Background: an optimization exercise with open tools, aiming at small area, a short achievable clock period and few clock cycles. Do not read the settings as production practice.
Only simulation tests tie the RTL to the original design; equivalence was not proved.
Power figures rest on the tool's default switching activity, not on a simulated workload.

// ptwb
module ptwb (
    input  wire        clk,
    input  wire        rst,           
    input  wire        host_we,
    input  wire [3:0]  host_addr,
    input  wire [63:0] host_wdata,
    output reg  [63:0] host_rdata,
    output wire        busy,
    output wire        mem_req,
    output wire        mem_we,
    output wire [63:0] mem_addr,
    output wire [63:0] mem_wdata,
    input  wire        mem_ready,
    input  wire [63:0] mem_rdata,
    output wire        alloc_req,
    input  wire        alloc_ready,
    input  wire        alloc_oom,
    input  wire [63:0] alloc_frame
);
clock: 8.0 ns
lec_check: 0
cap_margin: 20
core_margin: 2
core_utilization: 40
place_density: 0.6
setup_slack_margin: 3.8
slew_margin: 20
standard.sh (not shown) runs the stock make flow with config.mk's settings and CLKGATE_MAP_FILE= SYNTH_SCRIPT=/design/flow/synth_recipe.tcl, a recipe that flattens the netlist after the stock synthesis.
==> flow/flow/run.sh <==
#!/bin/bash
# Layout flow:
# 1. the standard synthesis (standard.sh synth, unchanged);
# 2. its combinational cells re-mapped for area by Yosys/ABC, every flip-flop kept as the
#    standard synthesis made and named it (remap.ys.in);
# 3. the host read mux (host_addr -> host_rdata) rebuilt from cells as a one-level decode and an
#    and-or-invert layer plus one nand per bit (rdmux.py);
# 4. Yosys proves the result equal to the standard synthesis's netlist (equiv.ys.in); if the
#    proof fails, the flow falls back to step 2's netlist, then to the standard netlist;
# 5. the standard ORFS layout (standard.sh) from floorplan to finish, with the port buffers made
#    from plain buffers (buf_1) instead of the delay buffer buffer_ports picks, and a clock tree
#    with larger sink clusters and no dummy loads.
# Each tool's output goes to a log file of its own in this folder; ORFS keeps its step logs
# under orfs/logs.
set -euo pipefail
W=$PWD
RES=$W/orfs/results/$FLOW_PLATFORM/ptwb/base
LIB=$FLOW_HOME/platforms/$FLOW_PLATFORM/lib/sky130_fd_sc_hd__tt_025C_1v80.lib
BP="BUFFER_PORTS_ARGS=-buffer_cell sky130_fd_sc_hd__buf_1"
CTS="CTS_ARGS=-sink_clustering_enable -repair_clock_nets -dont_use_dummy_load -sink_clustering_size 24 -sink_clustering_max_diameter 120"

subst() {  # subst TEMPLATE OUT NETLIST
  sed -e "s|@WORK@|$W|g" -e "s|@LIB@|$LIB|g" -e "s|@NETLIST@|$3|g" -e "s|@TOP@|$FLOW_TOP|g" "$1" > "$2"
}

bash standard.sh "$BP" synth > make_synth.log 2>&1
cp "$RES/1_2_yosys.v" "$W/standard_synth.v"

# 2. area re-map
cp "$W/standard_synth.v" "$W/remapped.v"
python3 flow/libfunc.py "$LIB" "$W/remapped.v" "$W/cells_func.v" > libfunc.log 2>&1
subst flow/remap.ys.in "$W/remap.ys" "$W/remapped.v"
yosys -s "$W/remap.ys" > yosys_remap.log 2>&1

# 3. cell-built read mux
cp "$W/remapped.v" "$W/rdmux.v"
python3 flow/rdmux.py add "$W/rdmux.v" > rdmux.log 2>&1
subst flow/check.ys.in "$W/check.ys" "$W/rdmux.v"

# 4. proofs; the first candidate proven equal is laid out
prove() {  # prove NETLIST LOG
  sed 's/^module '"$FLOW_TOP"'(/module gold(/' "$W/standard_synth.v" > "$W/eq_gold.v"
  sed 's/^module '"$FLOW_TOP"'(/module gate(/' "$1" > "$W/eq_gate.v"
  cat "$W/standard_synth.v" "$1" > "$W/eq_both.v"
  python3 flow/libfunc.py "$LIB" "$W/eq_both.v" "$W/eq_cells.v" >> libfunc.log 2>&1
  subst flow/equiv.ys.in "$W/equiv.ys" "$1"
  yosys -s "$W/equiv.ys" > "$2" 2>&1
}
CHOSEN="$W/standard_synth.v"
if yosys -s "$W/check.ys" > yosys_check_rdmux.log 2>&1 && prove "$W/rdmux.v" yosys_equiv_rdmux.log; then
  CHOSEN="$W/rdmux.v"
elif prove "$W/remapped.v" yosys_equiv_remapped.log; then
  CHOSEN="$W/remapped.v"
fi
echo "laid out: $CHOSEN" > chosen.log
cp "$CHOSEN" "$RES/1_2_yosys.v"

# 5. rebuild the synthesis database from the chosen netlist, then lay it out
rm -f "$RES/1_synth.odb" "$RES/1_synth.sdc"
touch "$RES/1_2_yosys.v"
bash standard.sh "$BP" "$CTS" finish > make_finish.log 2>&1
Other scripts of this flow, unchanged in this note and not shown: flow/flow/check.ys.in, flow/flow/equiv.ys.in, flow/flow/flops.v, flow/flow/libfunc.py, flow/flow/rdmux.py, flow/flow/remap.ys.in
The baseline produced a clean layout.
Testbench counts at the start, summed over its fixed seeds: cycles 34,859.
Change:
--- a/flow/flow/run.sh
+++ b/flow/flow/run.sh
@@ -18,5 +18,5 @@
 LIB=$FLOW_HOME/platforms/$FLOW_PLATFORM/lib/sky130_fd_sc_hd__tt_025C_1v80.lib
 BP="BUFFER_PORTS_ARGS=-buffer_cell sky130_fd_sc_hd__buf_1"
-CTS="CTS_ARGS=-sink_clustering_enable -repair_clock_nets -dont_use_dummy_load -sink_clustering_size 24 -sink_clustering_max_diameter 120"
+CTS="CTS_ARGS=-sink_clustering_enable -repair_clock_nets -dont_use_dummy_load -sink_clustering_size 18 -sink_clustering_max_diameter 100"
 
 subst() {  # subst TEMPLATE OUT NETLIST
--- a/flow/config.mk
+++ b/flow/config.mk
@@ -9,5 +9,5 @@
 export CORE_MARGIN = 2
 export CORE_UTILIZATION = 40
-export PLACE_DENSITY = 0.6
-export SETUP_SLACK_MARGIN = 3.8
+export PLACE_DENSITY = 0.7
+export SETUP_SLACK_MARGIN = 3.6
 export SLEW_MARGIN = 20
The new run finished with timing, DRC and antenna clean.
Fmax falls slightly.
Global-route usage came out lower by 0.37 points.
Final area went down slightly.
Sequential share of layout area climbs by 0.50 points.
Total power climbs by a few percent.
Synthesized cell count stays the same.
Area after synthesis is unchanged.
Worst setup slack got worse by 0.058 ns.
Non-clock buffer count went down by 47.

---

ptwb, a different RTL version from the one above (not shown whole).
Size in the first run: roughly 4300 cells after synthesis, about 400 I/O pins, about 0.037 mm^2 of cells after synthesis.
export LEC_CHECK = 0
export CAP_MARGIN = 20
export CORE_MARGIN = 2
export CORE_UTILIZATION = 40
export PLACE_DENSITY = 0.6
export SETUP_SLACK_MARGIN = 3.5
export SLEW_MARGIN = 20
create_clock -name core_clock -period 8.0 [get_ports {clk}]
==> flow/flow/run.sh <==
#!/bin/bash
# Layout flow: the standard synthesis (standard.sh synth, unchanged), then the combinational
# cells re-mapped for area by Yosys/ABC with every flip-flop kept as the standard synthesis made
# and named it, then the standard ORFS layout (standard.sh) from floorplan to finish, with the
# port buffers made from plain buffers (buf_1) instead of the delay buffer buffer_ports picks,
# and a clock tree with larger sink clusters and no dummy loads.
# Each tool's output goes to a log file of its own in this folder; ORFS keeps its step logs
# under orfs/logs.
set -euo pipefail
W=$PWD
RES=$W/orfs/results/$FLOW_PLATFORM/ptwb/base
LIB=$FLOW_HOME/platforms/$FLOW_PLATFORM/lib/sky130_fd_sc_hd__tt_025C_1v80.lib
BP="BUFFER_PORTS_ARGS=-buffer_cell sky130_fd_sc_hd__buf_1"
# clock tree: larger sink clusters and no dummy loads (fewer, fully used clock buffers)
CTS="CTS_ARGS=-sink_clustering_enable -repair_clock_nets -dont_use_dummy_load -sink_clustering_size 24 -sink_clustering_max_diameter 120"

bash standard.sh "$BP" synth > make_synth.log 2>&1
cp "$RES/1_2_yosys.v" "$W/standard_synth.v"

python3 flow/libfunc.py "$LIB" "$RES/1_2_yosys.v" "$W/cells_func.v" > libfunc.log 2>&1
sed -e "s|@WORK@|$W|g" -e "s|@LIB@|$LIB|g" -e "s|@NETLIST@|$RES/1_2_yosys.v|g" \
    -e "s|@TOP@|$FLOW_TOP|g" flow/remap.ys.in > "$W/remap.ys"
yosys -s "$W/remap.ys" > yosys_remap.log 2>&1

# rebuild the synthesis database from the re-mapped netlist, then lay it out
rm -f "$RES/1_synth.odb" "$RES/1_synth.sdc"
touch "$RES/1_2_yosys.v"
bash standard.sh "$BP" "$CTS" finish > make_finish.log 2>&1
Other scripts of this flow, unchanged in this note and not shown: flow/flow/libfunc.py, flow/flow/remap.ys.in
Testbench counts at the start, summed over its fixed seeds: cycles 34,859.
Edit:
Settings changed: SETUP_SLACK_MARGIN 3.5 to 3.0.
=> Cell count shrinks by 1.8%; global-route usage shrinks by 2.9 points; power is lower by 1.6%; via count went down by 3.5%; fmax came out lower by 0.55%; first-iteration DRC count came out lower by 7.0%; setup slack loses 0.028 ns; routed wire length went down by 6.8%; hold slack is worse by 0.014 ns.

---

Setup of before:
ptwb with an RTL version that a note above also has.
Size: ~3800 cells after synthesis, roughly 400 I/O pins, roughly 34000 um^2 of cells after synthesis.
export LEC_CHECK = 0
export CAP_MARGIN = 20
export CORE_MARGIN = 2
export CORE_UTILIZATION = 40
export PLACE_DENSITY = 0.6
export SETUP_SLACK_MARGIN = 3.6
export SLEW_MARGIN = 20
create_clock -name core_clock -period 8.0 [get_ports {clk}]
==> flow/flow/run.sh <==
#!/bin/bash
# Layout flow:
# 1. the standard synthesis (standard.sh synth, unchanged);
# 2. its combinational cells re-mapped for area by Yosys/ABC, every flip-flop kept as the
#    standard synthesis made and named it (remap.ys.in);
# 3. the host read mux (host_addr -> host_rdata) rebuilt from cells as a one-level decode and an
#    and-or-invert layer plus one nand per bit (rdmux.py);
# 4. Yosys proves the result equal to the standard synthesis's netlist (equiv.ys.in); if the
#    proof fails, the flow falls back to step 2's netlist, then to the standard netlist;
# 5. the standard ORFS layout (standard.sh) from floorplan to finish, with the port buffers made
#    from plain buffers (buf_1) instead of the delay buffer buffer_ports picks, and a clock tree
#    with larger sink clusters and no dummy loads.
# Each tool's output goes to a log file of its own in this folder; ORFS keeps its step logs
# under orfs/logs.
set -euo pipefail
W=$PWD
RES=$W/orfs/results/$FLOW_PLATFORM/ptwb/base
LIB=$FLOW_HOME/platforms/$FLOW_PLATFORM/lib/sky130_fd_sc_hd__tt_025C_1v80.lib
BP="BUFFER_PORTS_ARGS=-buffer_cell sky130_fd_sc_hd__buf_1"
CTS="CTS_ARGS=-sink_clustering_enable -repair_clock_nets -dont_use_dummy_load -sink_clustering_size 24 -sink_clustering_max_diameter 120"

subst() {  # subst TEMPLATE OUT NETLIST
  sed -e "s|@WORK@|$W|g" -e "s|@LIB@|$LIB|g" -e "s|@NETLIST@|$3|g" -e "s|@TOP@|$FLOW_TOP|g" "$1" > "$2"
}

bash standard.sh "$BP" synth > make_synth.log 2>&1
cp "$RES/1_2_yosys.v" "$W/standard_synth.v"

# 2. area re-map
cp "$W/standard_synth.v" "$W/remapped.v"
python3 flow/libfunc.py "$LIB" "$W/remapped.v" "$W/cells_func.v" > libfunc.log 2>&1
subst flow/remap.ys.in "$W/remap.ys" "$W/remapped.v"
yosys -s "$W/remap.ys" > yosys_remap.log 2>&1

# 3. cell-built read mux
cp "$W/remapped.v" "$W/rdmux.v"
python3 flow/rdmux.py add "$W/rdmux.v" > rdmux.log 2>&1
subst flow/check.ys.in "$W/check.ys" "$W/rdmux.v"

# 4. proofs; the first candidate proven equal is laid out
prove() {  # prove NETLIST LOG
  sed 's/^module '"$FLOW_TOP"'(/module gold(/' "$W/standard_synth.v" > "$W/eq_gold.v"
  sed 's/^module '"$FLOW_TOP"'(/module gate(/' "$1" > "$W/eq_gate.v"
  cat "$W/standard_synth.v" "$1" > "$W/eq_both.v"
  python3 flow/libfunc.py "$LIB" "$W/eq_both.v" "$W/eq_cells.v" >> libfunc.log 2>&1
  subst flow/equiv.ys.in "$W/equiv.ys" "$1"
  yosys -s "$W/equiv.ys" > "$2" 2>&1
}
CHOSEN="$W/standard_synth.v"
if yosys -s "$W/check.ys" > yosys_check_rdmux.log 2>&1 && prove "$W/rdmux.v" yosys_equiv_rdmux.log; then
  CHOSEN="$W/rdmux.v"
elif prove "$W/remapped.v" yosys_equiv_remapped.log; then
  CHOSEN="$W/remapped.v"
fi
echo "laid out: $CHOSEN" > chosen.log
cp "$CHOSEN" "$RES/1_2_yosys.v"

# 5. rebuild the synthesis database from the chosen netlist, then lay it out
rm -f "$RES/1_synth.odb" "$RES/1_synth.sdc"
touch "$RES/1_2_yosys.v"
bash standard.sh "$BP" "$CTS" finish > make_finish.log 2>&1
Other scripts of this flow, unchanged in this note and not shown: flow/flow/check.ys.in, flow/flow/equiv.ys.in, flow/flow/flops.v, flow/flow/libfunc.py, flow/flow/rdmux.py, flow/flow/remap.ys.in
Having completed the whole flow, before delivered a layout that passed the timing, design-rule and antenna checks.
Testbench counts of before, summed over its fixed seeds: cycles 34,859.
Modified inputs, after compared to before
Settings: SETUP_SLACK_MARGIN: 3.6 -> 3.7.
diff --git a/flow/flow/run.sh b/flow/flow/run.sh
--- a/flow/flow/run.sh
+++ b/flow/flow/run.sh
@@ -20 +20 @@
-CTS="CTS_ARGS=-sink_clustering_enable -repair_clock_nets -dont_use_dummy_load -sink_clustering_size 24 -sink_clustering_max_diameter 120"
+CTS="CTS_ARGS=-sink_clustering_enable -repair_clock_nets -dont_use_dummy_load -sink_clustering_size 18 -sink_clustering_max_diameter 100"
- after -> before: instance area at placement flat
- Per the comparison of after with before, fraction of area in non-clock buffers moved up, post-synthesis to final-layout area growth increased by 1.5 points relative to the old numbers, worst hold slack picked up an extra 3.1 ps, share of power burned in registers decreased 2.0 points.
- On via count, after tracks before almost exactly.
- after has more setup slack than before.
- Re share of layout cells above drive strength 1: before was lower than after.
- The run showing the smaller global routing usage summed across all routing layers is after.

==> re-timing with driven ports <==
No port has a modelled driver above. Below, the same layouts with a new extraction and two added sets of constraints.
Step 1 sets driving cells, clkbuf_16 on the clock port and buf_2 on the other inputs (assumed; they add their load-dependent delay and slew).
Step 2 adds t to the input delays and takes it off the output delays; t is the mean of the earliest and latest rising clock arrival at the registers after step 1. Input paths then give back, and output paths get back, about the clock's delay inside the block.
Slacks: ideal / step 1 / step 2; pairs: ideal / step 1.
run	t (ns)	slack for setup (ns)	clock arrival spread, ns	pins driven straight from the clock port
the first run of note 1	0.698	3.278 / 3.039 / 3.039	0.054 / 0.054	1
the second run of note 1	0.712	3.220 / 2.954 / 2.885	0.051 / 0.051	1
the first run of note 2	0.680	2.942 / 2.920 / 2.881	0.051 / 0.050	1
the second run of note 2	0.665	2.914 / 2.871 / 2.506	0.048 / 0.047	1
before	0.668	3.205 / 2.997 / 2.909	0.059 / 0.060	1
after	0.691	3.262 / 3.079 / 3.050	0.057 / 0.056	1
After both steps setup and hold are still met in every run listed. For the second run of note 2, which loses most, drivers alone change the setup slack by -0.043 ns; drivers and shift together by -0.408 ns.
